This design comes from an exercise in tuning for small area, a short achievable clock period and few clock cycles per item on the open sky130 flow, not from production work. RTL that was checked went through simulation tests only; none was proved equivalent to the original. The RTL of runs 1 and 2 was laid out without a check of its function. No run shown here takes its clock network from TritonCTS; it comes from the design's own scripts or RTL. The flow treats the clock pin as an ideal source. Dropping or thinning the clock tree relies on that and would not hold on a real chip. No activity file was given, so power comes from the tool's default toggle rates.

File: design/flow/design.v
module glyph_rounder (
    input  wire       clk,
    input  wire       rst,         
    input  wire       in_valid,
    output wire       in_ready,
    input  wire [7:0] in_data,
    output wire       out_valid,
    input  wire       out_ready,
    output wire [7:0] out_data
);
    reg [7:0] a [0:8];
    reg [6:0] up;
    reg [2:0] rcv;           
    reg       a0v;           
    reg [2:0] j;             
    reg       pend;          
    reg       pv;            
    reg       plast;         
    reg [2:0] pcr;
    reg [5:0] rem;           
    reg       inv_a;         
    reg [7:0] obuf, skid;
    reg       ov, sv;
    reg       rdy;           
    assign in_ready  = rdy;
    assign out_valid = ov;
    assign out_data  = obuf;
    wire upper    = pend & ~sv;                 
    wire lower    = a0v & (~pend | ~sv);        
    wire rdy_i    = ~a0v | ~pend | ~sv;         
    wire [2:0] kin = rcv - {2'd0, a0v};         
    wire complete = lower & (rcv == 3'd0);      
    wire top      = (j == 3'd0);
    wire bot      = (j == 3'd7);
    wire [6:0] b0  = a[0][6:0];
    wire       s1  = b0[0] ^ b0[1] ^ b0[2];
    wire       c1  = (b0[0] & b0[1]) | (b0[0] & b0[2]) | (b0[1] & b0[2]);
    wire       s2  = b0[3] ^ b0[4] ^ b0[5];
    wire       c2  = (b0[3] & b0[4]) | (b0[3] & b0[5]) | (b0[4] & b0[5]);
    wire       s3  = s1 ^ s2 ^ b0[6];
    wire       c3  = (s1 & s2) | (s1 & b0[6]) | (s2 & b0[6]);
    wire [2:0] pc  = {(c1 & c2) | (c1 & c3) | (c2 & c3), c1 ^ c2 ^ c3, s3};
    wire [5:0] rem_n  = rem - {3'd0, pcr};
    wire       inv_c  = rem[5] | (rem == 6'd0) |
                        ((rem[4:3] == 2'd0) & (pcr >= rem[2:0]));
    wire       inv    = plast ? inv_c : inv_a;
    wire [6:0] ctr = a[8][6:0];
    wire [8:0] hp  = {inv, ctr, inv};               
    wire [6:0] uu  = top ? {7{inv}} : up;
    wire [6:0] dd  = bot ? {7{inv}} : a[7][6:0];
    wire [6:0] cor = (hp[8:2] ^ hp[6:0]) & (uu ^ dd);
    wire [7:0] row_out = {a[8][7], (ctr & ~cor) | ({7{inv}} & cor)};
    wire [8:1] en;
    genvar gp;
    generate
        for (gp = 1; gp < 9; gp = gp + 1) begin : g_en
            assign en[gp] = lower | (upper & (gp > kin));
        end
    endgenerate
    wire       do_lower;
    wire [2:0] rcv_n;
    wire       a0v_n, ofree, skid_en, ov_n, sv_n, rdy_n;
    wire       pend_n = complete | (pend & ~(upper & bot));
    wire [2:0] j_n    = complete ? 3'd0 : j + {2'd0, upper};
    glyph_rounder_late u_late (
        .in_valid  (in_valid),
        .out_ready (out_ready),
        .rdy_i     (rdy_i),
        .rcv       (rcv),
        .rcv_inc   (rcv + 3'd1),
        .a0v_keep  (a0v & ~lower),
        .pend_n    (pend_n),
        .ov        (ov),
        .sv        (sv),
        .consume   (upper),
        .do_lower  (do_lower),
        .rcv_n     (rcv_n),
        .a0v_n     (a0v_n),
        .ofree     (ofree),
        .skid_en   (skid_en),
        .ov_n      (ov_n),
        .sv_n      (sv_n),
        .rdy_n     (rdy_n)
    );
    integer p;
    always @(posedge clk) begin
        if (do_lower)
            a[0] <= in_data;
        for (p = 1; p < 9; p = p + 1)
            if (en[p])
                a[p] <= a[p - 1];
        if (upper)
            up <= ctr;
        pcr <= pc;
        if (plast)
            inv_a <= inv_c;
        if (ofree)
            obuf <= sv ? skid : row_out;
        if (skid_en)
            skid <= row_out;
    end
    always @(posedge clk) begin
        if (rst) begin
            rcv    <= 3'd0;
            a0v    <= 1'b0;
            j      <= 3'd0;
            pend   <= 1'b0;
            pv     <= 1'b0;
            plast  <= 1'b0;
            rem    <= 6'd29;
            ov     <= 1'b0;
            sv     <= 1'b0;
            rdy    <= 1'b1;
        end else begin
            rcv    <= rcv_n;
            a0v    <= a0v_n;
            j      <= j_n;
            pend   <= pend_n;
            pv     <= lower;
            plast  <= complete;
            if (plast)
                rem <= 6'd29;
            else if (pv)
                rem <= rem_n;
            ov     <= ov_n;
            sv     <= sv_n;
            rdy    <= rdy_n;
        end
    end
endmodule
module glyph_rounder_late (
    input  wire       in_valid,
    input  wire       out_ready,
    input  wire       rdy_i,
    input  wire [2:0] rcv,
    input  wire [2:0] rcv_inc,
    input  wire       a0v_keep,
    input  wire       pend_n,
    input  wire       ov,
    input  wire       sv,
    input  wire       consume,
    output wire       do_lower,   
    output wire [2:0] rcv_n,
    output wire       a0v_n,
    output wire       ofree,      
    output wire       skid_en,    
    output wire       ov_n,
    output wire       sv_n,
    output wire       rdy_n
);
    assign do_lower = in_valid & rdy_i;
    assign rcv_n    = do_lower ? rcv_inc : rcv;
    assign a0v_n    = do_lower | a0v_keep;
    assign ofree    = ~ov | out_ready;
    assign skid_en  = ov & ~out_ready & consume;
    assign ov_n     = sv | consume | (ov & ~out_ready);
    assign sv_n     = ov & ~out_ready & (sv | consume);
    assign rdy_n    = ~a0v_n | ~pend_n | ~sv_n;
endmodule
File: design/flow/flow/run.sh
#!/bin/bash
# Standard ORFS layout (the standard.sh) with these changes:
#  - port buffers of sky130_fd_sc_hd__buf_2,
#  - a tighter repair_timing target (SETUP_SLACK_MARGIN),
#  - the clock tree built by flow/mcts.tcl: the clock port drives four
#    clkbuf_16, each driving the clock pins of one quarter of the registers.
# Make's output goes to flow_make.log; each ORFS step keeps its own log
# under orfs/logs/.
set -euo pipefail
here=$(pwd)
export MCTS_K=4
export MCTS_BUF=sky130_fd_sc_hd__clkbuf_16
bash standard.sh finish \
    "BUFFER_PORTS_ARGS=-buffer_cell sky130_fd_sc_hd__buf_2" \
    SETUP_SLACK_MARGIN=5.7 \
    "PRE_CTS_TCL=$here/flow/pre_cts.tcl" \
    > flow_make.log 2>&1
File: design/flow/flow/mcts.tcl
proc mcts_build {} {
  set K [expr {[info exists ::env(MCTS_K)] ? $::env(MCTS_K) : 4}]
  set cell [expr {[info exists ::env(MCTS_BUF)] ? $::env(MCTS_BUF) : "sky130_fd_sc_hd__clkbuf_16"}]
  set block [ord::get_db_block]
  set master [[ord::get_db] findMaster $cell]
  set clk [$block findNet clk]
  set sinks {}
  foreach it [$clk getITerms] {
    if {[[$it getMTerm] getSigType] eq "CLOCK" || [[$it getMTerm] getName] eq "CLK"} {
      set xy [$it getAvgXY]
      lappend sinks [list [lindex $xy 1] [lindex $xy 2] $it]
    }
  }
  # split into K groups: halves by x, then by y
  set groups [list $sinks]
  set dim 0
  while {[llength $groups] < $K} {
    set ng {}
    foreach g $groups {
      set s [lsort -real -index $dim $g]
      set h [expr {[llength $s] / 2}]
      lappend ng [lrange $s 0 [expr {$h - 1}]] [lrange $s $h end]
    }
    set groups $ng
    set dim [expr {1 - $dim}]
  }
  set k 0
  foreach g $groups {
    set sx 0; set sy 0
    foreach s $g { set sx [expr {$sx + [lindex $s 0]}]; set sy [expr {$sy + [lindex $s 1]}] }
    set n [llength $g]
    set cx [expr {int($sx / $n)}]; set cy [expr {int($sy / $n)}]
    set inst [odb::dbInst_create $block $master "mcts_buf_$k"]
    $inst setLocation $cx $cy
    $inst setPlacementStatus PLACED
    set net [odb::dbNet_create $block "mcts_net_$k"]
    $net setSigType CLOCK
    foreach s $g {
      set it [lindex $s 2]
      $it disconnect
      $it connect $net
    }
    [$inst findITerm X] connect $net
    [$inst findITerm A] connect $clk
    incr k
  }
  puts "mcts: $K buffers of $cell for [llength $sinks] clock pins"
}
File: design/flow/flow/pre_cts.tcl
# Sourced by ORFS's cts step before clock_tree_synthesis (PRE_CTS_TCL).
# Swaps clock_tree_synthesis for the balanced one-level tree of mcts.tcl;
# the rest of the cts step (placement legalisation, repair_timing) runs as
# usual.
source [file join [file dirname [info script]] mcts.tcl]
rename clock_tree_synthesis orfs_clock_tree_synthesis
proc clock_tree_synthesis {args} {
  mcts_build
  set_propagated_clock [all_clocks]
}
File: design/flow/standard.sh
#!/bin/bash
# synth_recipe.tcl (not shown) runs the flow's synth.tcl, then flattens the netlist and writes it again
# the make line also repeats each setting of config.mk as NAME=value (left out here)
make -C /OpenROAD-flow-scripts/flow DESIGN_CONFIG=/design/flow/config.mk WORK_HOME=/design/flow/orfs CLKGATE_MAP_FILE= SYNTH_SCRIPT=/design/flow/synth_recipe.tcl "${@:-finish}"
File: design/flow/config.mk
export PLATFORM = sky130hd
export DESIGN_NAME = glyph_rounder
export DESIGN_NICKNAME = glyph_rounder
export VERILOG_FILES = /design/flow/design.v
export SDC_FILE = /design/flow/constraint.sdc
export NUM_CORES = 4
export LEC_CHECK = 0
export ABC_AREA = 1
export CAP_MARGIN = 20
export CORE_MARGIN = 2
export CORE_UTILIZATION = 40
export PLACE_DENSITY = 0.6
export SETUP_SLACK_MARGIN = 5.0
export SLEW_MARGIN = 20
export SYNTH_HIERARCHICAL = 1
export SYNTH_MINIMUM_KEEP_SIZE = 0
File: design/flow/constraint.sdc
create_clock -name core_clock -period 8.0 [get_ports {clk}]
set_input_delay 1.6000 -clock core_clock [delete_from_list [all_inputs] [get_ports {clk}]]
set_output_delay 1.6000 -clock core_clock [all_outputs]
set_load 0.01 [all_outputs]
==> results of run 1 <==
==> Yosys stat by module (local to each module, per instance) <==
| module | flops+latches | copies in the design | cells inside | area, um^2 |
|---|---|---|---|---|
| glyph_rounder | 118 | 1 | 364 | 4650 |
| glyph_rounder_late | 0 | 1 | 23 | 95.1 |
==> sequential cells by signal (all words and copies together) (netlist names), 3 cells and up <==
register  count
a            72
obuf          8
up            7
skid          8
pcr           3
rem           6
rcv           3
j             3
==> final timing paths <==
| path | from | end | slack (ns) |
|---|---|---|---|
| setup / recovery | obuf[7] | out_data[7] | 5.63 |
| hold / removal | a[7][7] | a[8][7] | 0.43 |
| setup reg to reg | rcv[0] | a[2][1] | 5.83 |
| hold reg to reg | a[7][7] | a[8][7] | 0.43 |
==> synthesized netlist by cell type (2+ instances only) <==
cell type / instances / area (um^2)
nand2_1: 86 / 323
buf_6: 2 / 22.5
dfxtp_1: 23 / 460
clkinv_1: 3 / 11.3
ha_1: 12 / 150
o21ai_0: 10 / 50.1
inv_1: 52 / 195
nand4_1: 11 / 68.8
nand2_2: 7 / 43.8
fa_1: 5 / 100
nand3_2: 3 / 30.0
a21oi_1: 10 / 50.1
edfxtp_1: 95 / 2850
nor2_1: 22 / 82.6
nand3_1: 16 / 80.1
xor2_1: 7 / 61.3
and2_1: 6 / 37.5
inv_2: 3 / 11.3
==> routing by layer <==
metal	up-vias	share of wire, %
li1	1340	-
met1	1234	44
met2	23	53
met3	5	2.0
met4	0	0.90
met5	-	0
==> area by class of cell <==
type                            instances  area share [%]
Buffer                                  4            1.92
Inverter                               58            4.25
Timing Repair Buffer                   24            2.45
Sequential cell                       118            63.6
Multi-Input combinational cell        207            24.3
Tap cell                              143            3.43
==> repair_timing <==
action                                  in CTS  in global routing
gates resized for setup                     11                 10
setup buffers                                0                  3
endpoints found under the setup margin      56                 66
hold buffers                                 0                  0
gates cloned                                 0                  0
endpoints found under the hold margin        0                  0
==> power by group through the flow <==
stage                     clock [W]  sequential (W)  combinational [W]
after floorplan                   0        0.000780           0.000130
after global placement            0        0.000783           0.000178
after detailed placement          0        0.000785           0.000183
after CTS                  0.000242        0.000771           0.000187
after global routing       0.000262        0.000775           0.000226
final                      0.000235        0.000768           0.000196
==> per-stage QoR <==
stage                     area, um^2  cells  utilization [%]
after floorplan                 4750    387                -
after global placement          5000    547             43.5
after detailed placement        5000    547             43.5
after CTS                       5130    551             44.6
after global routing            5210    554             45.3
final                           5210    554             45.3
==> kinds of logic after synthesis <==
logic type      after synthesis
simple gates                156
flops                       118
buf+inv                      62
compound gates               26
fa+ha+maj                    17
xor+xnor                      8
==> reports/qor.csv, run 1 <==
metric;value;unit
outcome;timing/DRC/antenna clean;
relSlewSlack;49.4;%
ant_nets;0;
synth_compound_area_share;3.32;%
drv_slew;0;
synthSimpleGateAreaFrac;14.7;%
setup_viol;0;
synthAdderAreaFrac;5.28;%
fin_skew;0.0127;ns
path_class;reg -> out;
via_per_inst;4.70;
crit_path_max_fanout;1;
crit_slowest_cell;edfxtp_1;
multi_input_area;1270;um^2
switching_share;24.5;%
final-seq-area;3320;um^2
hold_viol;0;
antenna_found_initial;0;
grt.busiest_layer;met2;
hpwl;5510;um
drive_gt1_share;13.9;%
grt_usage;11.1;%
tns;0;ns
cp_slowest_stage_delay;0.43;ns
n_antenna_cell;0;
synth_nets;416;
die-area;12700;um^2
core-area;11500;um^2
netlist_instances;387;
syn_to_final_growth;9.92;%
synthFlopType;edfxtp_1;
overflow;0;
placement.io_buffers;21;
yosysSeqAreaShare;69.9;%
met2_usage;21.0;%
ys_warn_count;8;
grt_use_met1;14.6;%
vias;2602;
grt_pass1_vias;2505;
rsz0062_at_grt;true;
worst_pin_slew;0.755;ns
syn_area;4740;um^2
cp_cell_sequence;buf_2;
critPathArrivalTime;0.77;ns
gr-usage-met3;0.643;%
fin_crit_sh;29.6;%
whs_path_depth;0;
grt_max_degree;31;
maxCapViolCount;0;
final_common_cell;edfxtp_1;
startpoint_type;register;
p_int;0.000905;W
synthXorXnorAreaFrac;1.48;%
start_util;41.2;%
fin_ws;5.63;ns
drc;0;
critical_path_buf_inv_count;1;
wire_per_inst;13.0;um
ios;22;
min_period;2.37;ns
critical_path_cell_count;1;
avgSynthCellArea;12.3;um^2
clkPwrFrac;19.6;%
hold_ws;0.426;ns
clk_pin_slew_worst_paths;0.11;ns
fillers;1044;
endpoint_kind;output port;
grt_pass1_wl;11700;um
power_density;230;nW/um^2
p_comb_share;16.4;%
max_freq;423;MHz
rows;39;
die_h;113;um
net-switching-power;0.000294;W
synthMuxAreaShare;0;%
ys_types;32;
ys_ff_latch;118;
leakage;2.15;nW
fin_nets;442;
irDropWorstVdd;133;uV
required;6.40;ns
routed_wl;7200;um
power;0.00120;W
firstDrtPassIters;15;
async_flop_share;0;%
hold_path_class;reg -> reg;
fp.dieW;113;um
synth_top_family_by_area;simple AND/OR/NAND/NOR gates;
r2r_cells;7;
first_iter_violations;91;
gp_congestion;0.774;
clk_latency;0.17;ns
path_delay_family;flip-flops;
dpl_worst_slack;5.25;ns
synth_edf_count;95;
layout_common_cells;edfxtp_1 (95), nand2_1 (86), inv_1 (52);
seqPwrFrac;64.1;%
==> run 2, diff against run 1 <==
--- a/design/flow/flow/run.sh
+++ b/design/flow/flow/run.sh
@@ -12,6 +12,6 @@
 export MCTS_BUF=sky130_fd_sc_hd__clkbuf_16
 bash standard.sh finish \
     "BUFFER_PORTS_ARGS=-buffer_cell sky130_fd_sc_hd__buf_2" \
-    SETUP_SLACK_MARGIN=5.7 \
+    SETUP_SLACK_MARGIN=5.68 \
     "PRE_CTS_TCL=$here/flow/pre_cts.tcl" \
     > flow_make.log 2>&1
==> run 2 against run 1 <==
Critical path depth unchanged. Clock power increased by 2%. First-iteration DRC count increased by 60%. Cell area decreased by 0.91%. Die area unchanged. Maximum frequency increased by 2.6%. Utilization decreased by 0.41 points. Clock skew increased by 0.0053 ns. Routed wire length decreased by 3.6%. Synthesized area unchanged. Synthesized cell count unchanged. Sequential share of layout area increased by 0.59 points. Critical endpoint is now out_data[1]. Highest routed layer unchanged.
==> reports/qor.csv, run 2 <==
metric;value;unit
fp.dieW;113;um
netlist_instances;387;
via_per_inst;4.71;
die-area;12700;um^2
relSlewSlack;51.2;%
yosysMostFrequentCell;edfxtp_1;
synth_edf_count;95;
gr-usage-met3;0.589;%
cp_cell_sequence;buf_2;
min_period;2.31;ns
ys_warn_count;8;
final_common_cell;edfxtp_1;
cp_slowest_stage_delay;0.39;ns
hold_path_class;reg -> reg;
yosysSeqAreaShare;69.9;%
drive_gt1_share;13.5;%
fin_nets;439;
clk_latency;0.18;ns
setup_viol;0;
start_util;41.2;%
grt_pass1_vias;2501;
first_iter_violations;146;
path_class;reg -> out;
grt_usage;11.0;%
maxCapViolCount;0;
irDropWorstVdd;108;uV
fin_crit_sh;28.8;%
async_flop_share;0;%
grt_max_degree;31;
firstDrtPassIters;25;
met2_usage;19.9;%
power_density;231;nW/um^2
ios;22;
vias;2595;
regMostFlops;a;
tns;0;ns
startpoint_type;register;
avgSynthCellArea;12.3;um^2
required;6.40;ns
postCtsSetupBuffers;0;
layout_common_cells;edfxtp_1 (95), nand2_1 (85), inv_1 (52);
leakage;2.13;nW
cts_hold_buf;0;
routed_wl;6940;um
fin_skew;0.0180;ns
drv_slew;0;
synthTopCellsByArea;edfxtp_1 (60%), dfxtp_1 (9.7%), nand2_1 (6.8%), inv_1 (4.1%), ha_1 (3.2%);
largest_reg_flops;72;
syn_to_final_growth;8.92;%
ant_nets;0;
synthFlopType;edfxtp_1;
synth_common_cells;edfxtp_1 (95), nand2_1 (86), inv_1 (52), dfxtp_1 (23), nor2_1 (22);
n_antenna_cell;0;
critical_path_buf_inv_count;1;
ys_ff_latch;118;
crit_slowest_cell;edfxtp_1;
core-area;11500;um^2
hold_viol;0;
wire_per_inst;12.6;um
ys_types;32;
final_util;44.9;%
endpoint_kind;output port;
max_freq;434;MHz
gp_congestion;0.794;
grt.busiest_layer;met2;
antenna_found_initial;0;
critPathArrivalTime;0.71;ns
outcome;timing/DRC/antenna clean;
worst_pin_slew;0.727;ns
grt_pass1_wl;11800;um
yosys.area.top_type;edfxtp_1;
yosysTopAreaCellShare;60.2;%
crit_path_max_fanout;1;
grt_use_met1;15.1;%
clk_pin_slew_worst_paths;0.12;ns
overflow;0;
path_delay_family;flip-flops;
hpwl;5230;um
largestRegisters;a: 72 flops, obuf: 8 flops, skid: 8 flops;
drc;0;
syn_area;4740;um^2
rsz0062_at_grt;true;
placement.io_buffers;21;
synth_nets;416;
rows;39;
die_h;113;um
==> run 2: per-layer routing <==
metal  vias up  wire, um
li1       1329         -
met1      1232      3160
met2        29      3500
met3         5       188
met4         0        94
met5         -         0
==> run 2: kinds of logic (layout without fill, tap and decap cells) <==
kind of cell | Yosys count | after routing | synth area share [%]
DFF | 118 | 118 | 69.9
and+or+nand+nor | 156 | 156 | 14.7
buffers and inverters | 62 | 83 | 5.30
adders and majority gates | 17 | 17 | 5.28
AOI/OAI and AO/OA | 26 | 26 | 3.32
xor gates and xnor gates | 8 | 8 | 1.48
==> run 2: timing repair <==
item | CTS | global route
resized for setup | 8 | 11
cloned | 0 | 0
pin swaps | 1 | 0
endpoints found under the setup margin | 57 | 58
==> run 2: per-module statistics from Yosys (local to each module, per instance) <==
module / cells inside / flops+latches / area [um^2] / copies in the design
glyph_rounder_late: 23 / 0 / 95.1 / 1
glyph_rounder: 364 / 118 / 4650 / 1
==> run 2: layout make-up <==
class / instances / area (um^2)
Buffer: 4 / 100
Fill cell: 1046 / 6350
Inverter: 58 / 221
Multi-Input combinational cell: 207 / 1240
Sequential cell: 118 / 3320
Tap cell: 143 / 179
Timing Repair Buffer: 21 / 105
==> run 2: final timing paths <==
kind / endpoint / slack, ns / cells past startpoint / from
max reg2reg: a[2][7] / 5.77 / 7 / rcv[0]
min: a[6][3] / 0.43 / 0 / a[5][3]
min reg2reg: a[6][3] / 0.43 / 0 / a[5][3]
max: out_data[1] / 5.69 / 1 / obuf[1]
==> run 2: metrics by stage <==
step | hold WS, ns | cells | total power [W] | setup slack, ns | area, um^2
after floorplan | 0.400 | 387 | 0.000910 | 5.60 | 4750
after global placement | 0.402 | 547 | 0.000960 | 5.35 | 5000
after detailed placement | 0.405 | 547 | 0.000964 | 5.25 | 5000
after CTS | 0.429 | 551 | 0.00120 | 5.62 | 5120
after global routing | 0.436 | 551 | 0.00125 | 5.58 | 5160
final | 0.428 | 551 | 0.00119 | 5.69 | 5160
==> run 2: where the power goes <==
part           total [W]  leakage, nW  switching (W)  internal (W)
logic           0.000186        0.980       0.000120     0.0000653
clock network   0.000239       0.0493       0.000146     0.0000930
registers       0.000766         1.10      0.0000258      0.000740
==> run 3, diff against run 2 <==
--- a/design/flow/design.v
+++ b/design/flow/design.v
@@ -10,7 +10,7 @@
 );
     reg [7:0] a [0:8];
     reg [6:0] up;
-    reg [2:0] rcv;           
+    reg [2:0] kin;           
     reg       a0v;           
     reg [2:0] j;             
     reg       pend;          
@@ -28,8 +28,7 @@
     wire upper    = pend & ~sv;                 
     wire lower    = a0v & (~pend | ~sv);        
     wire rdy_i    = ~a0v | ~pend | ~sv;         
-    wire [2:0] kin = rcv - {2'd0, a0v};         
-    wire complete = lower & (rcv == 3'd0);      
+    wire complete = lower & (kin == 3'd7);      
     wire top      = (j == 3'd0);
     wire bot      = (j == 3'd7);
     wire [6:0] b0  = a[0][6:0];
@@ -58,7 +57,6 @@
         end
     endgenerate
     wire       do_lower;
-    wire [2:0] rcv_n;
     wire       a0v_n, ofree, skid_en, ov_n, sv_n, rdy_n;
     wire       pend_n = complete | (pend & ~(upper & bot));
     wire [2:0] j_n    = complete ? 3'd0 : j + {2'd0, upper};
@@ -66,15 +64,12 @@
         .in_valid  (in_valid),
         .out_ready (out_ready),
         .rdy_i     (rdy_i),
-        .rcv       (rcv),
-        .rcv_inc   (rcv + 3'd1),
         .a0v_keep  (a0v & ~lower),
         .pend_n    (pend_n),
         .ov        (ov),
         .sv        (sv),
         .consume   (upper),
         .do_lower  (do_lower),
-        .rcv_n     (rcv_n),
         .a0v_n     (a0v_n),
         .ofree     (ofree),
         .skid_en   (skid_en),
@@ -101,7 +96,7 @@
     end
     always @(posedge clk) begin
         if (rst) begin
-            rcv    <= 3'd0;
+            kin    <= 3'd0;
             a0v    <= 1'b0;
             j      <= 3'd0;
             pend   <= 1'b0;
@@ -112,7 +107,7 @@
             sv     <= 1'b0;
             rdy    <= 1'b1;
         end else begin
-            rcv    <= rcv_n;
+            kin    <= kin + {2'd0, lower};
             a0v    <= a0v_n;
             j      <= j_n;
             pend   <= pend_n;
@@ -132,15 +127,12 @@
     input  wire       in_valid,
     input  wire       out_ready,
     input  wire       rdy_i,
-    input  wire [2:0] rcv,
-    input  wire [2:0] rcv_inc,
     input  wire       a0v_keep,
     input  wire       pend_n,
     input  wire       ov,
     input  wire       sv,
     input  wire       consume,
     output wire       do_lower,   
-    output wire [2:0] rcv_n,
     output wire       a0v_n,
     output wire       ofree,      
     output wire       skid_en,    
@@ -149,7 +141,6 @@
     output wire       rdy_n
 );
     assign do_lower = in_valid & rdy_i;
-    assign rcv_n    = do_lower ? rcv_inc : rcv;
     assign a0v_n    = do_lower | a0v_keep;
     assign ofree    = ~ov | out_ready;
     assign skid_en  = ov & ~out_ready & consume;
==> run 3 against run 2 <==
Still clean. Hold slack got worse by 0.0021 ns. Critical path depth did not move. Clock power fell by 2%. Flip-flop and latch count did not move. Global-route usage rose by 0.22 points. Total power fell by 14%. Cell area fell by 0.31%. Via count fell by 0.69%. Final cell count rose by 0.73%. Synthesized cell count fell by 0.26%. Critical endpoint is now out_data[0]. Largest power group unchanged.
==> reports/qor.csv, run 3 <==
metric;value;unit
routed_wl;7140;um
net-switching-power;0.000210;W
grt_pass1_wl;11800;um
irDropWorstVdd;104;uV
endpoint_kind;output port;
fp.dieW;112;um
via_per_inst;4.64;
crit_path_max_fanout;1;
route.met2.wl;3680;um
ys_ff_latch;118;
fillers;1076;
synth_common_cells;edfxtp_1 (95), nand2_1 (83), inv_1 (68), nor2_1 (24), dfxtp_1 (23);
syn_to_final_growth;10.1;%
met3WireLength;199;um
avgSynthCellArea;12.1;um^2
die_h;112;um
startpoint_type;register;
netlist_instances;386;
die-area;12600;um^2
clk_latency;0.17;ns
first_iter_violations;100;
critPathArrivalTime;0.71;ns
vias;2577;
rows;39;
topRoutingLayerUsed;met4;
ant_nets;0;
max_freq;434;MHz
grt_usage;11.2;%
ios;22;
critical_path_buf_inv_count;1;
rsz0062_at_grt;true;
multi_input_area;1160;um^2
crit_slowest_cell;edfxtp_1;
setup_viol;0;
synth_edf_count;95;
yosys.area.top_type;edfxtp_1;
hold_viol;0;
core-area;11400;um^2
path_class;reg -> out;
leakage;2.12;nW
grt_pass1_vias;2524;
hold_path_class;reg -> reg;
drv_slew;0;
fin_crit_sh;28.8;%
ys_types;30;
grt_max_degree;31;
worst_pin_slew;0.938;ns
cts_hold_buf;0;
final-seq-area;3320;um^2
placement.io_buffers;21;
synthFlopType;edfxtp_1;
seqPwrFrac;68.7;%
ys_warn_count;8;
clkPwrFrac;22.7;%
regMostFlops;a;
largestRegisters;a: 72 flops, obuf: 8 flops, skid: 8 flops;
p_comb_share;8.5;%
cp_slowest_stage_delay;0.39;ns
maxCapViolCount;0;
yosysSeqAreaShare;70.8;%
fin_nets;441;
firstDrtPassIters;4;
final_common_cell;edfxtp_1;
drc;0;
largest_reg_flops;72;
power_density;200;nW/um^2
synthTopCellsByArea;edfxtp_1 (61%), dfxtp_1 (9.8%), nand2_1 (6.7%), inv_1 (5.5%), ha_1 (2.7%);
drt-met1-wl;3170;um
cp_cell_sequence;buf_2;
yosysMostFrequentCell;edfxtp_1;
antenna_found_initial;0;
start_util;41.0;%
gp_congestion;0.780;
switching_share;20.4;%
wire_per_inst;12.9;um
tns;0;ns
n_antenna_cell;0;
overflow;0;
relSlewSlack;37.5;%
hpwl;5360;um
synth_nets;413;
required;6.40;ns
power;0.00103;W
yosysTopAreaCellShare;61.0;%
min_period;2.31;ns
path_delay_family;flip-flops;
fin_skew;0.0128;ns
syn_area;4680;um^2
outcome;timing/DRC/antenna clean;
layout_common_cells;edfxtp_1 (95), nand2_1 (83), inv_1 (68);
drive_gt1_share;11.7;%
async_flop_share;0;%
p_int;0.000818;W
clk_pin_slew_worst_paths;0.11;ns
## run 3: cell count changes in the layout (fill, tap and decap cells not counted), sizes merged, moves of 3 or more
cell | previous run | this run
inv | 55 | 69
o21ai | 10 | 7
nand4 | 11 | 5
nor2 | 23 | 27
buf | 21 | 24
nand2 | 93 | 86
## run 3: per-module statistics from Yosys, one instance, submodules excluded
module,cells,area [um^2]
glyph_rounder_late,14,61.3
glyph_rounder,372,4620
## run 3: per-stage QoR
stage	util, %	hold WS (ns)	instance area [um^2]	setup WS [ns]	instances
final	45.1	0.426	5150	5.69	555
after global placement	43.5	0.402	4970	5.35	548
after CTS	44.7	0.430	5110	5.68	552
after global routing	45.1	0.436	5150	5.66	555
after floorplan	-	0.400	4690	5.67	386
after detailed placement	43.5	0.405	4970	5.23	548
## run 3: power by group through the flow
| stage | clock network (W) | registers [W] | logic (W) |
|---|---|---|---|
| floorplan | 0 | 0.000718 | 0.0000597 |
| global placement | 0 | 0.000720 | 0.0000820 |
| detailed placement | 0 | 0.000721 | 0.0000861 |
| CTS | 0.000241 | 0.000707 | 0.0000880 |
| global route | 0.000263 | 0.000709 | 0.000102 |
| finish | 0.000234 | 0.000706 | 0.0000878 |
## run 3: repair_timing
action | CTS | global route
resized for setup | 7 | 5
endpoints found under the setup margin | 41 | 33
gates cloned | 0 | 0
buffers inserted | 0 | 3
pin swaps | 1 | 1
## run 3: path summary, 6_finish.rpt
path | end | start | slack [ns] | depth (start not counted)
max | out_data[0] | obuf[0] | 5.69 | 1
min reg2reg | a[5][6] | a[4][6] | 0.43 | 0
min | a[5][6] | a[4][6] | 0.43 | 0
max reg2reg | a[5][7] | sv | 5.88 | 5
## run 3: area by class of cell
type	count	area share, %
buffer	4	1.94
inverter	70	5.10
multi-input combinational	196	22.6
sequential	118	64.4
tap	143	3.48
timing repair buffer	24	2.48
## run 3: cell families (layout without fill, tap and decap cells)
family / Yosys count / in the layout / synth area share, %
flops: 118 / 118 / 70.8
xor+xnor: 8 / 8 / 1.50
buf+inv: 72 / 98 / 5.78
simple gates: 148 / 148 / 13.7
fa+ha+maj: 15 / 15 / 4.81
compound gates: 25 / 25 / 3.34
## run 3: layer usage
| metal | track usage [%] | vias up |
|---|---|---|
| li1 | - | 1310 |
| met1 | 14.8 | 1220 |
| met2 | 21.3 | 41 |
| met3 | 0.594 | 6 |
| met4 | 1.14 | 0 |
| met5 | 0 | - |
Testbench counts of run 3, summed over its fixed seeds: cycles 25,680, items 3,200.
==> run 4, diff against run 3 <==
--- a/design/flow/flow/run.sh
+++ b/design/flow/flow/run.sh
@@ -12,6 +12,6 @@
 export MCTS_BUF=sky130_fd_sc_hd__clkbuf_16
 bash standard.sh finish \
     "BUFFER_PORTS_ARGS=-buffer_cell sky130_fd_sc_hd__buf_2" \
-    SETUP_SLACK_MARGIN=5.68 \
+    SETUP_SLACK_MARGIN=5.7 \
     "PRE_CTS_TCL=$here/flow/pre_cts.tcl" \
     > flow_make.log 2>&1
==> run 4 against run 3 <==
Register-to-register slack about the same. Cell area about the same. Clock power barely moved. Synthesized cell count unchanged. Critical path depth did not move. Flip-flop and latch count stayed put. Sequential share of layout area shrank 0.062 points. Largest cell class unchanged.
==> reports/qor.csv, run 4 <==
metric;value;unit
synth_edf_count;95;
design_area;5150;um^2
r2r_slack;5.89;ns
leakage;2.12;nW
ios;22;
overflow;0;
drc;0;
synth_nets;413;
dpl.cell_count;548;
netlist_instances;386;
regMostFlops;a;
die_h;112;um
critPathArrivalTime;0.70;ns
vias;2575;
n_antenna_cell;0;
avgSynthCellArea;12.1;um^2
yosysTopAreaCellShare;61.0;%
yosysSeqAreaShare;70.8;%
ys_warn_count;8;
cts_hold_buf;0;
yosys.area.top_type;edfxtp_1;
fin_ws;5.70;ns
hpwl;5150;um
path_delay_family;flip-flops;
firstDrtPassIters;4;
dpl_cell_area;4970;um^2
clk_pin_slew_worst_paths;0.11;ns
async_flop_share;0;%
fin_skew;0.0101;ns
ys_ff_latch;118;
power_density;199;nW/um^2
reg2reg_to;obuf[0];
largest_reg_flops;72;
gp_congestion;0.799;
relSlewSlack;38.2;%
dpl_worst_slack;5.20;ns
rows;39;
fp.dieW;112;um
cp_slowest_stage_delay;0.38;ns
endpoint_kind;output port;
synth_common_cells;edfxtp_1 (95), nand2_1 (83), inv_1 (68), nor2_1 (24), dfxtp_1 (23);
maxCapViolCount;0;
clk_latency;0.17;ns
min_period;2.30;ns
critical_path_buf_inv_count;1;
syn_to_final_growth;10.2;%
die-area;12600;um^2
crit_path_max_fanout;1;
drive_gt1_share;11.7;%
synthFlopType;edfxtp_1;
first_iter_violations;90;
outcome;timing/DRC/antenna clean;
placement.io_buffers;21;
hold_viol;0;
drv_slew;0;
yosysMostFrequentCell;edfxtp_1;
worst_pin_slew;0.927;ns
tns;0;ns
crit_slowest_cell;edfxtp_1;
start_util;41.0;%
grt_max_degree;31;
largestRegisters;a: 72 flops, obuf: 8 flops, skid: 8 flops;
cp_cell_sequence;buf_2;
worstSetupStartpoint;obuf[1];
startpoint_type;register;
syn_area;4680;um^2
critical_path_cell_count;1;
endpoint;out_data[1];
ant_nets;0;
hold_path_class;reg -> reg;
worstReg2RegStart;pcr[2];
routed_wl;6830;um
grt_pass1_wl;11400;um
via_per_inst;4.65;
fin_nets;440;
final_common_cell;edfxtp_1;
irDropWorstVdd;152;uV
fin_crit_sh;28.7;%
ys_types;30;
antenna_found_initial;0;
path_class;reg -> out;
finalNonFillerCells;554;
grt_usage;10.7;%
grt_pass1_vias;2422;
required;6.40;ns
wire_per_inst;12.3;um
setup_viol;0;
synthTopCellsByArea;edfxtp_1 (61%), dfxtp_1 (9.8%), nand2_1 (6.7%), inv_1 (5.5%), ha_1 (2.7%);
rsz0062_at_grt;true;
core-area;11400;um^2
r2r_cells;12;
layout_common_cells;edfxtp_1 (95), nand2_1 (83), inv_1 (68);
max_freq;435;MHz
-- run 4: cell count changes in the layout (fill, tap and decap cells not counted) --
cell     before  now
o21a_4        1    0
nand3_2       2    0
nand3_4       0    2
o21a_2        0    1
a21oi_1      10    9
buf_4         3    2
a21oi_2       0    1
-- run 4: worst min-delay path by stage --
stage | slack (ns) | startpoint | endpoint | cells after the start
detailed placement | 0.40 | a[1][5] | a[2][5] | 0
global route | 0.43 | a[6][5] | a[7][5] | 0
floorplan | 0.40 | a[0][7] | a[1][7] | 0
CTS | 0.43 | a[4][0] | a[5][0] | 0
global placement | 0.40 | a[4][0] | a[5][0] | 0
finish | 0.43 | a[4][0] | a[5][0] | 0
-- run 4: per-module statistics from Yosys (local to each module, per instance) --
| module | area [um^2] | flip-flops and latches | cells |
|---|---|---|---|
| glyph_rounder | 4620 | 118 | 372 |
| glyph_rounder_late | 61.3 | 0 | 14 |
-- run 4: metal layers --
metal  track usage [%]  vias to the layer above  share of wire [%]
li1                  -                     1308                  -
met1              15.0                     1224                 46
met2              19.5                       36                 50
met3             0.540                        7                2.4
met4              1.06                        0                1.2
met5                 0                        -                  0
-- run 4: per-stage QoR --
step / util (%) / hold slack [ns] / power [W]
final: 45.1 / 0.426 / 0.00102
after global routing: 45.1 / 0.429 / 0.00107
after detailed placement: 43.6 / 0.405 / 0.000805
after CTS: 44.7 / 0.427 / 0.00103
after global placement: 43.6 / 0.401 / 0.000801
after floorplan: - / 0.400 / 0.000777
-- run 4: cells by family (layout without fill, tap and decap cells) --
family / after synthesis / in the layout / share of synthesized area [%]
xor+xnor: 8 / 8 / 1.50
buf+inv: 72 / 97 / 5.78
fa+ha+maj: 15 / 15 / 4.81
flops: 118 / 118 / 70.8
simple gates: 148 / 148 / 13.7
compound gates: 25 / 25 / 3.34
-- run 4: power breakdown --
group          total (W)  switching (W)  internal [W]
combinational  0.0000858      0.0000536     0.0000321
clock           0.000232       0.000139     0.0000926
sequential      0.000706      0.0000138      0.000692
total            0.00102       0.000206      0.000817
-- run 4: area by class of cell --
class / count / area, um^2
fillers: 1072 / 6260
plain buffers: 4 / 100
well taps: 143 / 179
inverters: 70 / 263
flip-flops and latches: 118 / 3320
multi-input cells: 196 / 1180
repair buffers: 23 / 120
-- run 4: timing repair --
action,4_1_cts,5_1_grt
endpoints found under the setup margin,37,32
gates resized for setup,6,7
pin swaps,1,0
buffers inserted,1,1
==> run 5, diff against run 4 <==
--- a/design/flow/design.v
+++ b/design/flow/design.v
@@ -14,9 +14,8 @@
     reg       a0v;           
     reg [2:0] j;             
     reg       pend;          
-    reg       pv;            
     reg       plast;         
-    reg [2:0] pcr;
+    reg [2:0] pcr;           
     reg [5:0] rem;           
     reg       inv_a;         
     reg [7:0] obuf, skid;
@@ -86,7 +85,6 @@
                 a[p] <= a[p - 1];
         if (upper)
             up <= ctr;
-        pcr <= pc;
         if (plast)
             inv_a <= inv_c;
         if (ofree)
@@ -100,7 +98,7 @@
             a0v    <= 1'b0;
             j      <= 3'd0;
             pend   <= 1'b0;
-            pv     <= 1'b0;
+            pcr    <= 3'd0;
             plast  <= 1'b0;
             rem    <= 6'd29;
             ov     <= 1'b0;
@@ -111,12 +109,9 @@
             a0v    <= a0v_n;
             j      <= j_n;
             pend   <= pend_n;
-            pv     <= lower;
+            pcr    <= lower ? pc : 3'd0;
             plast  <= complete;
-            if (plast)
-                rem <= 6'd29;
-            else if (pv)
-                rem <= rem_n;
+            rem    <= plast ? 6'd29 : rem_n;
             ov     <= ov_n;
             sv     <= sv_n;
             rdy    <= rdy_n;
--- a/design/flow/flow/run.sh
+++ b/design/flow/flow/run.sh
@@ -12,6 +12,6 @@
 export MCTS_BUF=sky130_fd_sc_hd__clkbuf_16
 bash standard.sh finish \
     "BUFFER_PORTS_ARGS=-buffer_cell sky130_fd_sc_hd__buf_2" \
-    SETUP_SLACK_MARGIN=5.7 \
+    SETUP_SLACK_MARGIN=5.68 \
     "PRE_CTS_TCL=$here/flow/pre_cts.tcl" \
     > flow_make.log 2>&1
==> run 5 against run 4 <==
Still clean. Flip-flop and latch count decreased by 1. Via count decreased by 2.1%. Synthesized cell count fell by 2.3%. Largest power group unchanged.
==> reports/qor.csv, run 5 <==
metric;value;unit
drt-met1-wl;3130;um
layout_common_cells;edfxtp_1 (95), nand2_1 (85), inv_1 (55);
ys_warn_count;8;
rows;39;
first_iter_violations;98;
gp_congestion;0.774;
max_freq;432;MHz
fillers;1065;
reg2reg_to;a[5][5];
syn_to_final_growth;8.91;%
synth_common_cells;edfxtp_1 (95), nand2_1 (85), inv_1 (55), nor2_1 (24), dfxtp_1 (22);
synthFlopType;edfxtp_1;
power_density;196;nW/um^2
relSlewSlack;45.3;%
irDropWorstVdd;103;uV
synthXorXnorAreaFrac;1.31;%
synth_top_family_by_area;simple AND/OR/NAND/NOR gates;
yosysTopAreaCellShare;61.2;%
cts_hold_buf;0;
synthAdderAreaFrac;4.83;%
fin_nets;427;
min_period;2.32;ns
whs_path_depth;0;
grt_pass1_vias;2504;
regMostFlops;a;
routed_wl;6810;um
min_to;a[6][0];
critPathArrivalTime;0.72;ns
worst_hold_startpoint;a[5][0];
start_util;40.9;%
synth_compound_area_share;2.28;%
final-seq-area;3300;um^2
r2r_slack;5.85;ns
r2r_cells;5;
tns;0;ns
multi_input_area;1180;um^2
fin_crit_sh;29.0;%
maxCapViolCount;0;
met3WireLength;237;um
clk_latency;0.17;ns
syn_area;4660;um^2
async_flop_share;0;%
grt_max_degree;31;
placement.io_buffers;21;
largestRegisters;a: 72 flops, obuf: 8 flops, skid: 8 flops;
crit_slowest_cell;edfxtp_1;
worst_pin_slew;0.815;ns
startpoint_type;register;
final_common_cell;edfxtp_1;
largest_reg_flops;72;
outcome;timing/DRC/antenna clean;
via_per_inst;4.66;
hpwl;5090;um
leakage;2.07;nW
firstDrtPassIters;4;
hold_ws;0.421;ns
clk_pin_slew_worst_paths;0.12;ns
yosysMostFrequentCell;edfxtp_1;
yosys.area.top_type;edfxtp_1;
overflow;0;
antenna_found_initial;0;
ios;22;
cp_slowest_stage_delay;0.39;ns
synthSimpleGateAreaFrac;15.5;%
synthTopCellsByArea;edfxtp_1 (61%), dfxtp_1 (9.4%), nand2_1 (6.8%), inv_1 (4.4%), ha_1 (2.7%);
rsz0062_at_grt;true;
ant_nets;0;
final_util;44.5;%
critical_path_buf_inv_count;1;
path_delay_family;flip-flops;
hold_viol;0;
grt_pass1_wl;11700;um
setup_viol;0;
yosysSeqAreaShare;70.6;%
drv_slew;0;
core-area;11400;um^2
synth_nets;404;
topRoutingLayerUsed;met4;
netlist_instances;377;
vias;2522;
required;6.40;ns
synth_edf_count;95;
wire_per_inst;12.6;um
grt_usage;11.1;%
endpoint_kind;output port;
crit_path_max_fanout;1;
fp.dieW;112;um
drive_gt1_share;12.6;%
die_h;112;um
fin_skew;0.0186;ns
ys_ff_latch;117;
avgSynthCellArea;12.4;um^2
route.met2.wl;3290;um
hold_path_class;reg -> reg;
die-area;12500;um^2
power;0.000995;W
ys_types;29;
n_antenna_cell;0;
synthMuxAreaShare;0;%
cp_cell_sequence;buf_2;
worstReg2RegStart;sv;
path_class;reg -> out;
drc;0;
-- run 5: cell count changes after synthesis, moves of 2 or more --
cell / delta
buf_6: +3
nand3_2: +2
nand2_1: +2
nand4_1: +7
inv_1: -13
a21oi_1: -5
-- run 5: area by class of cell --
cell class              count  share of cell area [%]
plain buffers               4                    1.97
multi-input cells         198                    23.2
inverters                  58                    4.36
flip-flops and latches    117                    64.9
well taps                 143                    3.52
repair buffers             21                    2.07
-- run 5: power breakdown --
group          internal (W)  total (W)  switching [W]
Sequential         0.000683   0.000694      0.0000105
Clock             0.0000927   0.000233       0.000141
Combinational     0.0000250  0.0000683      0.0000432
-- run 5: worst max path at each step --
stage	start	to	slack [ns]	cells after the start
final	obuf[3]	out_data[3]	5.68	1
after global routing	obuf[3]	out_data[3]	5.65	1
after CTS	sv	j[2]	5.65	7
after detailed placement	sv	a[1][1]	5.29	6
after global placement	sv	a[1][1]	5.36	6
after floorplan	out_ready	rdy	5.67	5
-- run 5: routing by layer --
layer	GRT usage (%)	vias up
met3	0.871	9
met5	0	-
met4	2.20	0
li1	-	1288
met2	19.1	39
met1	15.6	1186
-- run 5: what timing repair did --
item	4_1_cts	5_1_grt
setup buffers	0	0
resized for setup	6	7
setup endpoints to repair	34	38
-- run 5: cells by family after synthesis --
kind of cell	after synthesis
fa+ha+maj	15
simple gates	159
xor+xnor	7
buf+inv	62
flops	117
compound gates	17
-- run 5: per-stage QoR --
| step | setup WS (ns) | instances | instance area [um^2] |
|---|---|---|---|
| 6_report | 5.68 | 541 | 5080 |
| 5_1_grt | 5.65 | 541 | 5080 |
| 4_1_cts | 5.65 | 541 | 5050 |
| 3_5_place_dp | 5.29 | 537 | 4920 |
| 3_3_place_gp | 5.36 | 537 | 4920 |
| 2_1_floorplan | 5.67 | 377 | 4670 |
-- run 5: Yosys stat by module (local to each module, per instance) --
| module | copies in the design | flops+latches | area (um^2) | cells inside |
|---|---|---|---|---|
| glyph_rounder | 1 | 117 | 4600 | 363 |
| glyph_rounder_late | 1 | 0 | 61.3 | 14 |
Testbench counts of run 5, summed over its fixed seeds: cycles 25,680, items 3,200.
==> run 6, diff against run 5 <==
--- a/design/flow/flow/run.sh
+++ b/design/flow/flow/run.sh
@@ -12,6 +12,6 @@
 export MCTS_BUF=sky130_fd_sc_hd__clkbuf_16
 bash standard.sh finish \
     "BUFFER_PORTS_ARGS=-buffer_cell sky130_fd_sc_hd__buf_2" \
-    SETUP_SLACK_MARGIN=5.68 \
+    SETUP_SLACK_MARGIN=5.64 \
     "PRE_CTS_TCL=$here/flow/pre_cts.tcl" \
     > flow_make.log 2>&1
==> run 6 against run 5 <==
Still clean on timing, DRC and antenna. Cell area is essentially flat. Synthesized area did not move. Utilization about the same. Hold slack is the same.
==> reports/qor.csv, run 6 <==
metric;value;unit
ys_ff_latch;117;
firstDrtPassIters;4;
dpl_worst_slack;5.29;ns
fin_crit_sh;29.0;%
ios;22;
ys_types;29;
hpwl;5090;um
ant_nets;0;
irDropWorstVdd;103;uV
whs_path_depth;0;
cp_cell_sequence;buf_2;
clk_pin_slew_worst_paths;0.12;ns
synthSimpleGateAreaFrac;15.5;%
largest_reg_flops;72;
fin_skew;0.0186;ns
synthMuxAreaShare;0;%
cp_slowest_stage_delay;0.39;ns
grt_max_degree;31;
n_antenna_cell;0;
yosysMostFrequentCell;edfxtp_1;
power_density;196;nW/um^2
netlist_instances;377;
synth_common_cells;edfxtp_1 (95), nand2_1 (85), inv_1 (55), nor2_1 (24), dfxtp_1 (22);
tns;0;ns
avgSynthCellArea;12.4;um^2
regMostFlops;a;
fin_nets;427;
drv_slew;0;
synth_nets;404;
synth_top_family_by_area;simple AND/OR/NAND/NOR gates;
yosysSeqAreaShare;70.6;%
synth_compound_area_share;2.28;%
worst_hold_startpoint;a[5][0];
grt_usage;11.1;%
design_area;5080;um^2
critPathArrivalTime;0.72;ns
via_per_inst;4.66;
maxCapViolCount;0;
worst_pin_slew;0.815;ns
drive_gt1_share;12.3;%
overflow;0;
rsz0062_at_grt;false;
die_h;112;um
vias;2522;
min_period;2.32;ns
largestRegisters;a: 72 flops, obuf: 8 flops, skid: 8 flops;
crit_path_max_fanout;1;
synthXorXnorAreaFrac;1.31;%
rows;39;
crit_slowest_cell;edfxtp_1;
hold_viol;0;
synthTopCellsByArea;edfxtp_1 (61%), dfxtp_1 (9.4%), nand2_1 (6.8%), inv_1 (4.4%), ha_1 (2.7%);
grt_pass1_vias;2496;
yosysTopAreaCellShare;61.2;%
synthAdderAreaFrac;4.83;%
wire_per_inst;12.6;um
grt_pass1_wl;11700;um
max_freq;432;MHz
fillers;1066;
die-area;12500;um^2
setup_viol;0;
syn_area;4660;um^2
async_flop_share;0;%
antenna_found_initial;0;
ys_warn_count;8;
leakage;2.07;nW
relSlewSlack;45.3;%
worstReg2RegStart;sv;
dpl_cell_area;4920;um^2
yosys.area.top_type;edfxtp_1;
synth_edf_count;95;
fin_ws;5.68;ns
path_delay_family;flip-flops;
first_iter_violations;98;
required;6.40;ns
final_common_cell;edfxtp_1;
critical_path_buf_inv_count;1;
startpoint_type;register;
gp_congestion;0.774;
drc;0;
fp.dieW;112;um
placement.io_buffers;21;
hold_path_class;reg -> reg;
worstSetupStartpoint;obuf[3];
r2r_cells;5;
critical_path_cell_count;1;
synthFlopType;edfxtp_1;
clk_latency;0.17;ns
syn_to_final_growth;8.88;%
outcome;timing/DRC/antenna clean;
layout_common_cells;edfxtp_1 (95), nand2_1 (85), inv_1 (55);
routed_wl;6810;um
endpoint_kind;output port;
core-area;11400;um^2
start_util;40.9;%
path_class;reg -> out;
## run 6: changes by cell type in the layout (fill, tap and decap cells not counted)
cell / delta
dfxtp_1: +1
dfxtp_2: -1
## run 6: final cells by class
cell class / count / area [um^2] / area share (%)
inverters: 58 / 221 / 4.36
plain buffers: 4 / 100 / 1.97
repair buffers: 21 / 105 / 2.07
well taps: 143 / 179 / 3.52
flip-flops and latches: 117 / 3290 / 64.9
multi-input cells: 198 / 1180 / 23.2
## run 6: per-module statistics from Yosys, one instance, submodules excluded
module / cell area (um^2) / flip-flops and latches / copies in the design / cells
glyph_rounder: 4600 / 117 / 1 / 363
glyph_rounder_late: 61.3 / 0 / 1 / 14
## run 6: logic make-up (layout without fill, tap and decap cells)
logic type,Yosys count,in the layout
AOI/OAI and AO/OA,17,17
xor gates and xnor gates,7,7
adders and majority gates,15,15
buffers and inverters,62,83
DFF,117,117
and+or+nand+nor,159,159
## run 6: worst reg2reg max path, cell delays in order (launching register included)
cell and delay (ns):
dfxtp_2 0.42, clkinvlp_4 0.18, nand2_1 0.15, inv_1 0.42, a21oi_1 0.18, a31oi_2 0.44
## run 6: worst paths after layout
kind / endpoint / slack [ns]
worst min register to register: a[6][0] / 0.42
worst max-delay path: out_data[3] / 5.68
worst max register to register: a[5][5] / 5.85
worst min-delay path: a[6][0] / 0.42
## run 6: power breakdown
group	total, W	internal [W]	leakage [nW]	switching, W
Combinational	0.0000683	0.0000250	0.941	0.0000432
Clock	0.000233	0.0000927	0.0493	0.000141
Sequential	0.000694	0.000683	1.08	0.0000105
Total	0.000995	0.000801	2.07	0.000194
## run 6: metrics by stage
| step | hold WS, ns | total power (W) | util, % | cells |
|---|---|---|---|---|
| global placement | 0.400 | 0.000774 | 43.1 | 537 |
| detailed placement | 0.405 | 0.000776 | 43.1 | 537 |
| finish | 0.421 | 0.000995 | 44.5 | 541 |
| CTS | 0.418 | 0.00101 | 44.2 | 541 |
| global route | 0.425 | 0.00104 | 44.5 | 541 |
| floorplan | 0.400 | 0.000754 | - | 377 |
## run 6: repair_timing
| item | in CTS | in global routing |
|---|---|---|
| pin swaps | 0 | 0 |
| endpoints found under the setup margin | 30 | 45 |
| endpoints found under the hold margin | 0 | 0 |
| buffers inserted | 0 | 0 |
| hold buffers | 0 | 0 |
| gates resized for setup | 4 | 8 |
## run 6: per-layer routing
layer,GRT usage [%],vias up,part of all wire (%)
li1,-,1288,-
met1,15.6,1186,46
met2,19.1,39,48
met3,0.871,9,3.5
met4,2.20,0,2.3
met5,0,-,0
==> run 7, diff against run 6 <==
--- a/design/flow/flow/run.sh
+++ b/design/flow/flow/run.sh
@@ -12,6 +12,6 @@
 export MCTS_BUF=sky130_fd_sc_hd__clkbuf_16
 bash standard.sh finish \
     "BUFFER_PORTS_ARGS=-buffer_cell sky130_fd_sc_hd__buf_2" \
-    SETUP_SLACK_MARGIN=5.64 \
+    SETUP_SLACK_MARGIN=5.72 \
     "PRE_CTS_TCL=$here/flow/pre_cts.tcl" \
     > flow_make.log 2>&1
==> run 7 against run 6 <==
Sequential power hardly changed. Clock skew is 0.0033 ns lower. Flip-flop and latch count stayed put. Die area stayed put. Cell area is 2.0% higher. Combinational power is 3% higher. Register-to-register slack hardly changed. Global-route usage is 0.33 points lower. Final cell count is 1.7% higher. Synthesized cell count stayed put. Maximum frequency is 0.72% higher.
==> reports/qor.csv, run 7 <==
metric;value;unit
largestRegisters;a: 72 flops, obuf: 8 flops, skid: 8 flops;
synthAdderAreaFrac;4.83;%
cp_slowest_stage_delay;0.39;ns
grt_usage;10.7;%
cts_hold_buf;0;
clk_pin_slew_worst_paths;0.11;ns
wire_per_inst;13.1;um
vias;2597;
synthXorXnorAreaFrac;1.31;%
async_flop_share;0;%
grt_max_degree;31;
fin_skew;0.0153;ns
fp.dieW;112;um
regMostFlops;a;
max_freq;435;MHz
gp_congestion;0.779;
start_util;40.9;%
synthSimpleGateAreaFrac;15.5;%
netlist_instances;377;
crit_slowest_cell;edfxtp_1;
final_common_cell;edfxtp_1;
reg2reg_to;skid[5];
yosysSeqAreaShare;70.6;%
critical_path_cell_count;1;
core-area;11400;um^2
synthFlopType;edfxtp_1;
synth_common_cells;edfxtp_1 (95), nand2_1 (85), inv_1 (55), nor2_1 (24), dfxtp_1 (22);
required;6.40;ns
drive_gt1_share;15.2;%
hold_path_class;reg -> reg;
power_density;193;nW/um^2
r2r_cells;12;
setup_viol;0;
syn_to_final_growth;11.0;%
worst_hold_startpoint;a[4][4];
fin_crit_sh;28.8;%
yosysTopAreaCellShare;61.2;%
r2r_slack;5.86;ns
crit_path_max_fanout;1;
ys_ff_latch;117;
whs_path_depth;0;
clk_latency;0.17;ns
n_antenna_cell;0;
irDropWorstVdd;115;uV
die_h;112;um
critical_path_buf_inv_count;1;
ant_nets;0;
routed_wl;7200;um
yosys.area.top_type;edfxtp_1;
hpwl;5090;um
cp_cell_sequence;buf_2;
synthMuxAreaShare;0;%
leakage;2.10;nW
endpoint_kind;output port;
startpoint_type;register;
drv_slew;0;
first_iter_violations;162;
rows;39;
rsz0062_at_grt;true;
ys_warn_count;8;
synthTopCellsByArea;edfxtp_1 (61%), dfxtp_1 (9.4%), nand2_1 (6.8%), inv_1 (4.4%), ha_1 (2.7%);
ios;22;
worstReg2RegStart;pcr[2];
largest_reg_flops;72;
antenna_found_initial;0;
tns;0;ns
worst_pin_slew;0.827;ns
maxCapViolCount;0;
syn_area;4660;um^2
relSlewSlack;44.5;%
overflow;0;
critPathArrivalTime;0.70;ns
min_to;a[5][4];
die-area;12500;um^2
firstDrtPassIters;4;
hold_viol;0;
layout_common_cells;edfxtp_1 (95), nand2_1 (85), inv_1 (54);
fin_nets;436;
path_class;reg -> out;
min_period;2.30;ns
avgSynthCellArea;12.4;um^2
outcome;timing/DRC/antenna clean;
placement.io_buffers;21;
grt_pass1_vias;2438;
yosysMostFrequentCell;edfxtp_1;
synth_edf_count;95;
power;0.000999;W
synth_nets;404;
grt_pass1_wl;11400;um
path_delay_family;flip-flops;
synth_top_family_by_area;simple AND/OR/NAND/NOR gates;
synth_compound_area_share;2.28;%
ys_types;29;
drc;0;
via_per_inst;4.72;
-- run 7: layout make-up --
cell class	instances	area [um^2]
sequential	117	3300
buffer	4	100
fill	1062	6240
inverter	58	223
timing repair buffer	28	158
multi-input combinational	200	1220
tap	143	179
-- run 7: per-module statistics from Yosys (local to each module, per instance) --
module | copies in the design | flip-flops and latches | cell area (um^2) | cells inside
glyph_rounder | 1 | 117 | 4600 | 363
glyph_rounder_late | 1 | 0 | 61.3 | 14
-- run 7: cells by family (layout without fill, tap and decap cells) --
kind of cell	after synthesis	after routing
flip-flops	117	117
adder cells (fa/ha/maj)	15	15
AND/OR/NAND/NOR	159	161
AO/OA/AOI/OAI	17	17
buffers and inverters	62	90
XOR/XNOR	7	7
-- run 7: where the power goes --
group	leakage (nW)	switching, W	total [W]	internal, W
clock	0.0493	0.000141	0.000234	0.0000928
sequential	1.08	0.0000107	0.000694	0.000683
combinational	0.969	0.0000442	0.0000702	0.0000259
total	2.10	0.000196	0.000999	0.000802
-- run 7: worst max-delay path by stage --
stage | from | slack (ns) | to
floorplan | out_ready | 5.72 | rdy
global placement | sv | 5.36 | a[1][1]
detailed placement | sv | 5.27 | a[1][2]
CTS | obuf[1] | 5.68 | out_data[1]
global route | obuf[2] | 5.65 | out_data[2]
finish | obuf[1] | 5.70 | out_data[1]
-- run 7: routing by layer --
| metal | wire, um | global-route usage [%] |
|---|---|---|
| met1 | 3220 | 15.0 |
| met2 | 3500 | 18.6 |
| met3 | 356 | 1.03 |
| met4 | 133 | 1.79 |
| met5 | 0 | 0 |
-- run 7: timing repair --
| action | CTS | global route |
|---|---|---|
| gates cloned | 0 | 2 |
| buffers inserted | 0 | 7 |
| resized for setup | 10 | 8 |
| pin swaps | 0 | 3 |
| setup endpoints to repair | 42 | 23 |
-- run 7: per-stage QoR --
stage          setup slack, ns  area (um^2)  hold slack (ns)  util (%)  instances
3_5_place_dp              5.27         4920            0.405      43.1        537
4_1_cts                   5.68         5060            0.421      44.3        541
5_1_grt                   5.65         5180            0.434      45.4        550
3_3_place_gp              5.36         4920            0.400      43.1        537
2_1_floorplan             5.72         4680            0.400         -        377
6_report                  5.70         5180            0.416      45.4        550
==> run 8, diff against run 7 <==
--- a/design/flow/flow/run.sh
+++ b/design/flow/flow/run.sh
@@ -12,6 +12,6 @@
 export MCTS_BUF=sky130_fd_sc_hd__clkbuf_16
 bash standard.sh finish \
     "BUFFER_PORTS_ARGS=-buffer_cell sky130_fd_sc_hd__buf_2" \
-    SETUP_SLACK_MARGIN=5.72 \
+    SETUP_SLACK_MARGIN=5.7 \
     "PRE_CTS_TCL=$here/flow/pre_cts.tcl" \
     > flow_make.log 2>&1
==> run 8 against run 7 <==
Combinational power decreased by 3.3%. Via count decreased by 2.9%. Cell area decreased by 1.8%. Synthesized area unchanged. Critical path type unchanged. Highest routed layer unchanged. Sequential power about the same. Register-to-register slack improved by 0.02 ns. Final cell count decreased by 1.6%. Still clean. Critical path depth unchanged. Worst setup slack got worse by 0.0011 ns. Total power decreased by 0.20%. Utilization decreased by 0.81 points. Hold slack about the same.
==> reports/qor.csv, run 8 <==
metric;value;unit
outcome;timing/DRC/antenna clean;
netlist_instances;377;
cts_hold_buf;0;
avgSynthCellArea;12.4;um^2
maxCapViolCount;0;
fp.dieW;112;um
crit_path_max_fanout;1;
placement.io_buffers;21;
critPathArrivalTime;0.70;ns
net-switching-power;0.000195;W
ys_warn_count;8;
r2r_cells;8;
synth_nets;404;
largest_reg_flops;72;
async_flop_share;0;%
endpoint_kind;output port;
vias;2521;
synth_common_cells;edfxtp_1 (95), nand2_1 (85), inv_1 (55), nor2_1 (24), dfxtp_1 (22);
yosysTopAreaCellShare;61.2;%
via_per_inst;4.66;
yosysSeqAreaShare;70.6;%
ant_nets;0;
clk_latency;0.17;ns
critical_path_buf_inv_count;1;
worstSetupStartpoint;obuf[1];
regMostFlops;a;
grt_max_degree;31;
required;6.40;ns
hold_path_class;reg -> reg;
largestRegisters;a: 72 flops, obuf: 8 flops, skid: 8 flops;
drv_slew;0;
multi_input_area;1180;um^2
power_density;196;nW/um^2
min_period;2.30;ns
design_area;5090;um^2
switching_share;19.6;%
final_common_cell;edfxtp_1;
worst_pin_slew;0.819;ns
max_freq;434;MHz
n_antenna_cell;0;
path_class;reg -> out;
synthFlopType;edfxtp_1;
power;0.000997;W
start_util;40.9;%
grt_usage;10.7;%
grt_pass1_vias;2438;
worstReg2RegStart;sv;
wire_per_inst;12.7;um
startpoint_type;register;
rsz0062_at_grt;true;
final-seq-area;3300;um^2
fin_crit_sh;28.8;%
r2r_slack;5.88;ns
p_comb_share;6.8;%
synthTopCellsByArea;edfxtp_1 (61%), dfxtp_1 (9.4%), nand2_1 (6.8%), inv_1 (4.4%), ha_1 (2.7%);
fin_nets;427;
clkPwrFrac;23.5;%
synth_edf_count;95;
fillers;1062;
reg2reg_to;a[1][1];
ios;22;
crit_slowest_cell;edfxtp_1;
ys_types;29;
critical_path_cell_count;1;
gp_congestion;0.779;
syn_to_final_growth;9.04;%
overflow;0;
path_delay_family;flip-flops;
rows;39;
cp_slowest_stage_delay;0.39;ns
hold_viol;0;
fin_skew;0.0181;ns
relSlewSlack;45.0;%
die-area;12500;um^2
hpwl;5090;um
irDropWorstVdd;113;uV
clk_pin_slew_worst_paths;0.11;ns
yosysMostFrequentCell;edfxtp_1;
die_h;112;um
syn_area;4660;um^2
grt_pass1_wl;11400;um
endpoint;out_data[1];
antenna_found_initial;0;
firstDrtPassIters;4;
ys_ff_latch;117;
first_iter_violations;119;
p_int;0.000801;W
setup_viol;0;
yosys.area.top_type;edfxtp_1;
seqPwrFrac;69.7;%
tns;0;ns
postCtsSetupBuffers;0;
cp_cell_sequence;buf_2;
drive_gt1_share;12.8;%
layout_common_cells;edfxtp_1 (95), nand2_1 (85), inv_1 (54);
drc;0;
routed_wl;6850;um
leakage;2.06;nW
dpl_cell_area;4920;um^2
core-area;11400;um^2
## run 8: worst reg2reg max path: cells and delay by family (launching register included)
kind            cells  cell delay [ns]
compound gates      3             0.75
buf+inv             3             0.40
flops               1             0.41
simple gates        2             0.25
## run 8: kinds of logic after synthesis
kind of cell             after synthesis  share of synthesized area, %
AO/OA/AOI/OAI                         17                          2.28
buffers and inverters                 62                          5.47
flip-flops                           117                          70.6
XOR/XNOR                               7                          1.31
adder cells (fa/ha/maj)               15                          4.83
AND/OR/NAND/NOR                      159                          15.5
## run 8: per-layer routing
metal | track usage (%) | wire [um] | up-vias | share of wire (%)
met1 | 15.0 | 3100 | 1179 | 45
met2 | 18.6 | 3330 | 44 | 49
met4 | 1.79 | 133 | 0 | 1.9
li1 | - | - | 1289 | -
met5 | 0 | 0 | - | 0
met3 | 1.03 | 282 | 9 | 4.1
## run 8: power by group through the flow
stage	Combinational (W)	Clock, W	Sequential [W]
floorplan	0.0000475	0	0.000707
global placement	0.0000662	0	0.000708
detailed placement	0.0000674	0	0.000709
CTS	0.0000690	0.000244	0.000695
global route	0.0000790	0.000265	0.000697
finish	0.0000679	0.000234	0.000694
## run 8: final cells by class
type | instances | area share [%]
Inverter | 58 | 4.38
Buffer | 4 | 1.97
Tap cell | 143 | 3.52
Multi-Input combinational cell | 198 | 23.3
Timing Repair Buffer | 21 | 2.07
Sequential cell | 117 | 64.8
## run 8: worst min path at each step
stage / cells past startpoint / slack (ns) / end / startpoint
2_1_floorplan: 0 / 0.40 / a[1][7] / a[0][7]
3_3_place_gp: 0 / 0.40 / a[3][6] / a[2][6]
3_5_place_dp: 0 / 0.40 / a[3][4] / a[2][4]
4_1_cts: 0 / 0.42 / a[5][4] / a[4][4]
5_1_grt: 0 / 0.43 / a[3][2] / a[2][2]
6_report: 0 / 0.42 / a[5][4] / a[4][4]
## run 8: timing repair
action	in CTS	in global routing
endpoints found under the setup margin	39	12
gates resized for setup	10	4
cloned	0	0
pin swaps	0	1
## run 8: through the flow
step,std cells,utilization (%),hold WS (ns),setup slack (ns)
after floorplan,377,-,0.400,5.72
after global placement,537,43.1,0.400,5.36
after detailed placement,537,43.1,0.405,5.27
after CTS,541,44.3,0.421,5.68
after global routing,541,44.5,0.434,5.65
final,541,44.5,0.416,5.70
## run 8: modules after synthesis (local to each module, per instance)
module | flip-flops and latches | area (um^2) | cells
glyph_rounder_late | 0 | 61.3 | 14
glyph_rounder | 117 | 4600 | 363

-- afterwards: timing with drivers on the ports --
The flow's constraints put no driver on any port. The routed layouts listed below were extracted and timed again, unchanged, in two steps. Step 1 sets driving cells, clkbuf_16 on the clock port and buf_2 on the other inputs (assumed; they add their load-dependent delay and slew). Step 2 moves the port delays by t, midway between the first and last clock arrival at a register: inputs arrive t later, outputs are due t later. That takes back most of the time a late clock gives input paths. a / b / c = ideal / step 1 / step 2; a / b = the first two.
run | t (ns) | setup WS [ns] | hold slack, ns | worst register clock-pin slew, ns | pins driven straight from the clock port
run 1 | 0.240 | 5.634 / 5.558 / 5.578 | 0.426 / 0.426 / 0.426 | 0.11 / 0.11 | 4
run 2 | 0.247 | 5.694 / 5.616 / 5.562 | 0.428 / 0.428 / 0.428 | 0.12 / 0.12 | 4
run 3 | 0.246 | 5.694 / 5.613 / 5.575 | 0.426 / 0.426 / 0.426 | 0.11 / 0.11 | 4
run 4 | 0.241 | 5.702 / 5.623 / 5.566 | 0.426 / 0.426 / 0.426 | 0.11 / 0.11 | 4
run 5 | 0.238 | 5.683 / 5.609 / 5.567 | 0.421 / 0.421 / 0.421 | 0.12 / 0.12 | 4
run 6 | 0.238 | 5.683 / 5.609 / 5.566 | 0.421 / 0.421 / 0.421 | 0.12 / 0.12 | 4
run 7 | 0.235 | 5.699 / 5.626 / 5.610 | 0.416 / 0.416 / 0.416 | 0.11 / 0.11 | 4
run 8 | 0.235 | 5.698 / 5.625 / 5.580 | 0.416 / 0.416 / 0.416 | 0.11 / 0.11 | 4
After both steps setup and hold are still met in every run listed. For run 4, which loses most, drivers alone change the setup slack by -0.079 ns; drivers and shift together by -0.136 ns.
